What follows belongs to an exercise in optimizing a design on an open flow for small area, a short achievable clock period and few clock cycles; a production flow would make more cautious choices.
Only simulation tests tie the RTL to the original design; equivalence was not proved.
No activity file was given, so power comes from the tool's default toggle rates.

Design hobd_core, start of the top module:
module hobd_core (
    input             clk,
    input             rst,
    input             p_valid,
    input      [9:0]  p_word,
    output     [1:0]  p_resp,
    input             c_valid,
    input      [3:0]  c_op,
    output            c_ready,
    output            c_done,
    output     [1:0]  c_ref,
    output     [31:0] c_resp,
    output            tx_valid,
    output     [31:0] tx_id,
    output     [3:0]  tx_dlc,
    output     [63:0] tx_data,
    input             tx_fail,
    output            diag_valid,
    output     [7:0]  diag_code,
    output            msg_valid,
    output     [7:0]  msg_type,
    output     [7:0]  msg_len,
    output reg        rx_en
);
Size in the first run: about 4400 cells after synthesis, about 2200 flip-flops, about 190 I/O pins, roughly 0.081 mm^2 of cells after synthesis.
Settings: LEC_CHECK=0, ABC_CLOCK_PERIOD_IN_PS=5000, CAP_MARGIN=20, CORE_MARGIN=2, CORE_UTILIZATION=65, CTS_CLUSTER_DIAMETER=90, CTS_CLUSTER_SIZE=29, PLACE_DENSITY=0.72, SETUP_SLACK_MARGIN=5, SLEW_MARGIN=20; clock period 10.0 ns.
standard.sh (not shown) runs the stock make flow with config.mk's settings and CLKGATE_MAP_FILE= SYNTH_SCRIPT=/design/flow/synth_recipe.tcl, a recipe that flattens the netlist after the stock synthesis.
==> flow/flow/run.sh <==
#!/bin/bash
set -euo pipefail
cd "$(dirname "$0")/.."
bash standard.sh SETUP_SLACK_MARGIN=5.5 \
  "BUFFER_PORTS_ARGS=-buffer_cell sky130_fd_sc_hd__buf_2" finish > flow_make.log 2>&1
The baseline finished clean.
Testbench counts at the start, summed over its fixed seeds: cycles 39,405.
Change:
Settings changed: CTS_CLUSTER_DIAMETER 90 to 80, CTS_CLUSTER_SIZE 29 to 30.
Cell area increases by 0.47%.
Setup slack improves by 72 ps.
Hold slack is better by 11 ps.
Clock power came out higher by about 6%.
Final cell count increases by 0.39%.
Maximum frequency goes up by about 1.6%.
Via count is about the same.
Total power went up by about 1.5%.
Change:
==> flow/flow/run.sh (replaced) <==
#!/bin/bash
set -euo pipefail
cd "$(dirname "$0")/.."
bash standard.sh SETUP_SLACK_MARGIN=5.5 \
  "BUFFER_PORTS_ARGS=-buffer_cell sky130_fd_sc_hd__buf_4" finish > flow_make.log 2>&1
Settings changed: CORE_UTILIZATION 65 to 75, CTS_CLUSTER_DIAMETER 80 to 70, PLACE_DENSITY 0.72 to 0.82.
What happened: The changed run went through all stages and came out clean; worst setup slack got worse by 240 ps; total power rises by 3.5%; core utilization rises by 11 points; register-to-register slack got worse by 30 ps; area after synthesis does not change; sequential share of layout area falls by 0.42 points; final cell count falls by 3.1%; critical path depth rises by 2; final area rises by 0.58%.
Change:
==> flow/flow/run.sh (replaced) <==
#!/bin/bash
set -euo pipefail
cd "$(dirname "$0")/.."
bash standard.sh SETUP_SLACK_MARGIN=5.55 \
  "BUFFER_PORTS_ARGS=-buffer_cell sky130_fd_sc_hd__buf_4" finish > flow_make.log 2>&1
Settings changed: CORE_UTILIZATION 75 to 55, CTS_CLUSTER_DIAMETER 70 to 100, CTS_CLUSTER_SIZE 30 to 26, PLACE_DENSITY 0.82 to not set.
What happened:
- worst setup slack improved by 190 ps
- first-iteration DRC count is lower by 33%
- final cell count climbs by 9.2%
- via count decreases by 7.5%
- area after synthesis stays the same
Change:
Settings changed: CORE_UTILIZATION 55 to 50, CTS_CLUSTER_SIZE 26 to 28.
Result: Fmax drops by 0.75%. Setup slack gets worse by 35 ps. Design area hardly moves. Register-to-register slack gets better by 60 ps. Final cell count rose by 3.0%. Routed wire length hardly moves. Total power fell by 0.41%. Via count drops by 0.78%.
Change:
==> flow/flow/run.sh (replaced) <==
#!/bin/bash
set -euo pipefail
cd "$(dirname "$0")/.."
bash standard.sh SETUP_SLACK_MARGIN=5.5 \
  "BUFFER_PORTS_ARGS=-buffer_cell sky130_fd_sc_hd__buf_4" finish > flow_make.log 2>&1
Settings changed: CORE_UTILIZATION 50 to 65, CTS_CLUSTER_DIAMETER 100 to 90, CTS_CLUSTER_SIZE 28 to 29, PLACE_DENSITY set to 0.72.
Outcome: Core utilization increases by 15 points. Final area went down by 2.6%. Setup slack gets better by 65 ps.


## run 1
hobd_core again, from the RTL that the note above started with.
Settings: LEC_CHECK=0, ABC_CLOCK_PERIOD_IN_PS=5000, CAP_MARGIN=20, CORE_MARGIN=2, CORE_UTILIZATION=65, CTS_CLUSTER_DIAMETER=80, CTS_CLUSTER_SIZE=30, PLACE_DENSITY=0.72, SETUP_SLACK_MARGIN=5, SLEW_MARGIN=20; clock period 10.0 ns.
==> flow/flow/run.sh <==
#!/bin/bash
set -euo pipefail
cd "$(dirname "$0")/.."
bash standard.sh SETUP_SLACK_MARGIN=5.6 \
  "BUFFER_PORTS_ARGS=-buffer_cell sky130_fd_sc_hd__buf_4" finish > flow_make.log 2>&1
Testbench counts of run 1, summed over its fixed seeds: cycles 39,405.
#### Input delta (run 2 over run 1)
Settings: changing CORE_UTILIZATION from 65 to 55; changing CTS_CLUSTER_SIZE from 30 to 28; removing PLACE_DENSITY (formerly 0.72); changing CTS_CLUSTER_DIAMETER from 80 to 100.
diff --git a/flow/flow/run.sh b/flow/flow/run.sh
--- a/flow/flow/run.sh
+++ b/flow/flow/run.sh
@@ -4 +4 @@
-bash standard.sh SETUP_SLACK_MARGIN=5.6 \
+bash standard.sh SETUP_SLACK_MARGIN=5.5 \
[summary]
- Run 2 ran to completion and came out clean on the timing, design-rule and antenna checks.
- Per the final summary, run 1 finished and its layout is clean on timing, DRC and antenna.
- Compared with run 1, global-route wire length before repair in run 2 increased by a few percent.
- Run 2 vs. run 1: via total after detailed routing went down by about 2%.
- Run 2 vs run 1 — standard-cell row count climbed by a little under 10%
> inputs changed (run 2 -> run 3)
Settings: ABC_CLOCK_PERIOD_IN_PS no longer set, was 5000.
Results
As far as detailed-route via count goes, run 2 and run 3 are indistinguishable; the numbers are identical. Run 2 -> run 3: area taken by multi-input logic gates delta 0, exact match. As far as final cell count goes, run 3 and run 2 are indistinguishable; the numbers are identical. Taking run 2 as the reference, in run 3 sequential cell count saw little to no change; total chip power stayed essentially flat; global-route wire length before repair shows no meaningful change.
Changes in run 4 relative to run 3:
Settings: an added PLACE_DENSITY of 0.72; an added ABC_CLOCK_PERIOD_IN_PS of 5000; a change of CORE_UTILIZATION from 55 to 65; a change of CTS_CLUSTER_DIAMETER from 100 to 80; a change of CTS_CLUSTER_SIZE from 28 to 30.
==> results.txt <==
- | post-route cell area | higher: run 3 |
- Run 3 vs run 4, capturing element of the worst setup path: tx_data[22] vs tx_data[30]
- Measured against each other, run 4 and run 3 differ in combinational fraction of design power, the lower figure coming from run 4.
- [compare] base=run 3 new=run 4: row count decreased by 11 relative to the old numbers, total of endpoints with negative setup slack in the final report stayed essentially flat.
- Relative area of non-clock buffer cells in the final design for run 4 is lower than for run 3.
- Looking at top routing layer in use, the met4 result is from run 3; the met5 one comes from run 4.
Modified inputs, run 5 compared to run 4
Settings: changing CORE_UTILIZATION from 65 to 60; changing PLACE_DENSITY from 0.72 to 0.68.
[summary]
- When the final numbers for run 4 and run 5 were put side by side, the final instance area turned out to be greater in run 5.
- Taking run 4 as 1.0, run 5 lands at 1.08 on die area.
- Run 4 → run 5: buffers plus inverters on the worst setup path picked up an extra 1; total clock network power went up by about 5%; non-clock inverter total of the final layout now smaller; proportion of power drawn by combinational gates held steady.
- Run 5 has final net count above what run 4 had.
- Number of buffers other than clock buffers in the final layout (run 5 / run 4): 1.11
- Sort run 4 and run 5 by final critical-path setup slack asc -> top: run 5

re-timing with driven ports:
Ports are ideal in the flow. The routed layouts listed here were re-timed in OpenROAD. Step 1 assumes that a clkbuf_16 drives the clock port and a buf_2 every other input. Step 2 adds t to the input delays and takes it off the output delays; t is the mean of the earliest and latest rising clock arrival at the registers after step 1. Input paths then give back, and output paths get back, about the clock's delay inside the block. a / b / c = no drivers / after step 1 / after step 2; a / b = the first two.
run | t (ns) | setup slack, ns | worst setup path at the end | latest minus earliest clock arrival (ns) | worst slew at a driven data input, ns
the first run of note 1 | 0.780 | 5.412 / 5.333 / 4.880 | input to register | 0.050 / 0.050 | 0.06
the second run of note 1 | 0.787 | 5.485 / 5.404 / 4.867 | input to register | 0.043 / 0.042 | 0.06
the third run of note 1 | 0.819 | 5.245 / 5.166 / 4.616 | input to register | 0.075 / 0.075 | 0.04
the fourth run of note 1 | 0.832 | 5.435 / 5.353 / 4.812 | input to register | 0.040 / 0.041 | 0.08
the fifth run of note 1 | 0.815 | 5.400 / 5.317 / 4.901 | input to register | 0.069 / 0.070 | 0.03
the sixth run of note 1 | 0.783 | 5.465 / 5.387 / 4.827 | input to register | 0.037 / 0.038 | 0.05
run 1 | 0.794 | 5.377 / 5.298 / 4.973 | input to register | 0.044 / 0.044 | 0.05
run 2 | 0.820 | 5.429 / 5.348 / 4.809 | input to register | 0.048 / 0.048 | 0.07
run 3 | 0.820 | 5.429 / 5.348 / 4.809 | input to register | 0.048 / 0.048 | 0.07
run 4 | 0.794 | 5.450 / 5.370 / 4.873 | input to register | 0.038 / 0.038 | 0.06
run 5 | 0.815 | 5.407 / 5.327 / 4.812 | input to register | 0.050 / 0.049 | 0.10
After both steps setup and hold are still met in every run listed. The setup slack of the sixth run of note 1, which loses most, moves by -0.078 ns with the drivers and by -0.638 ns with both steps.
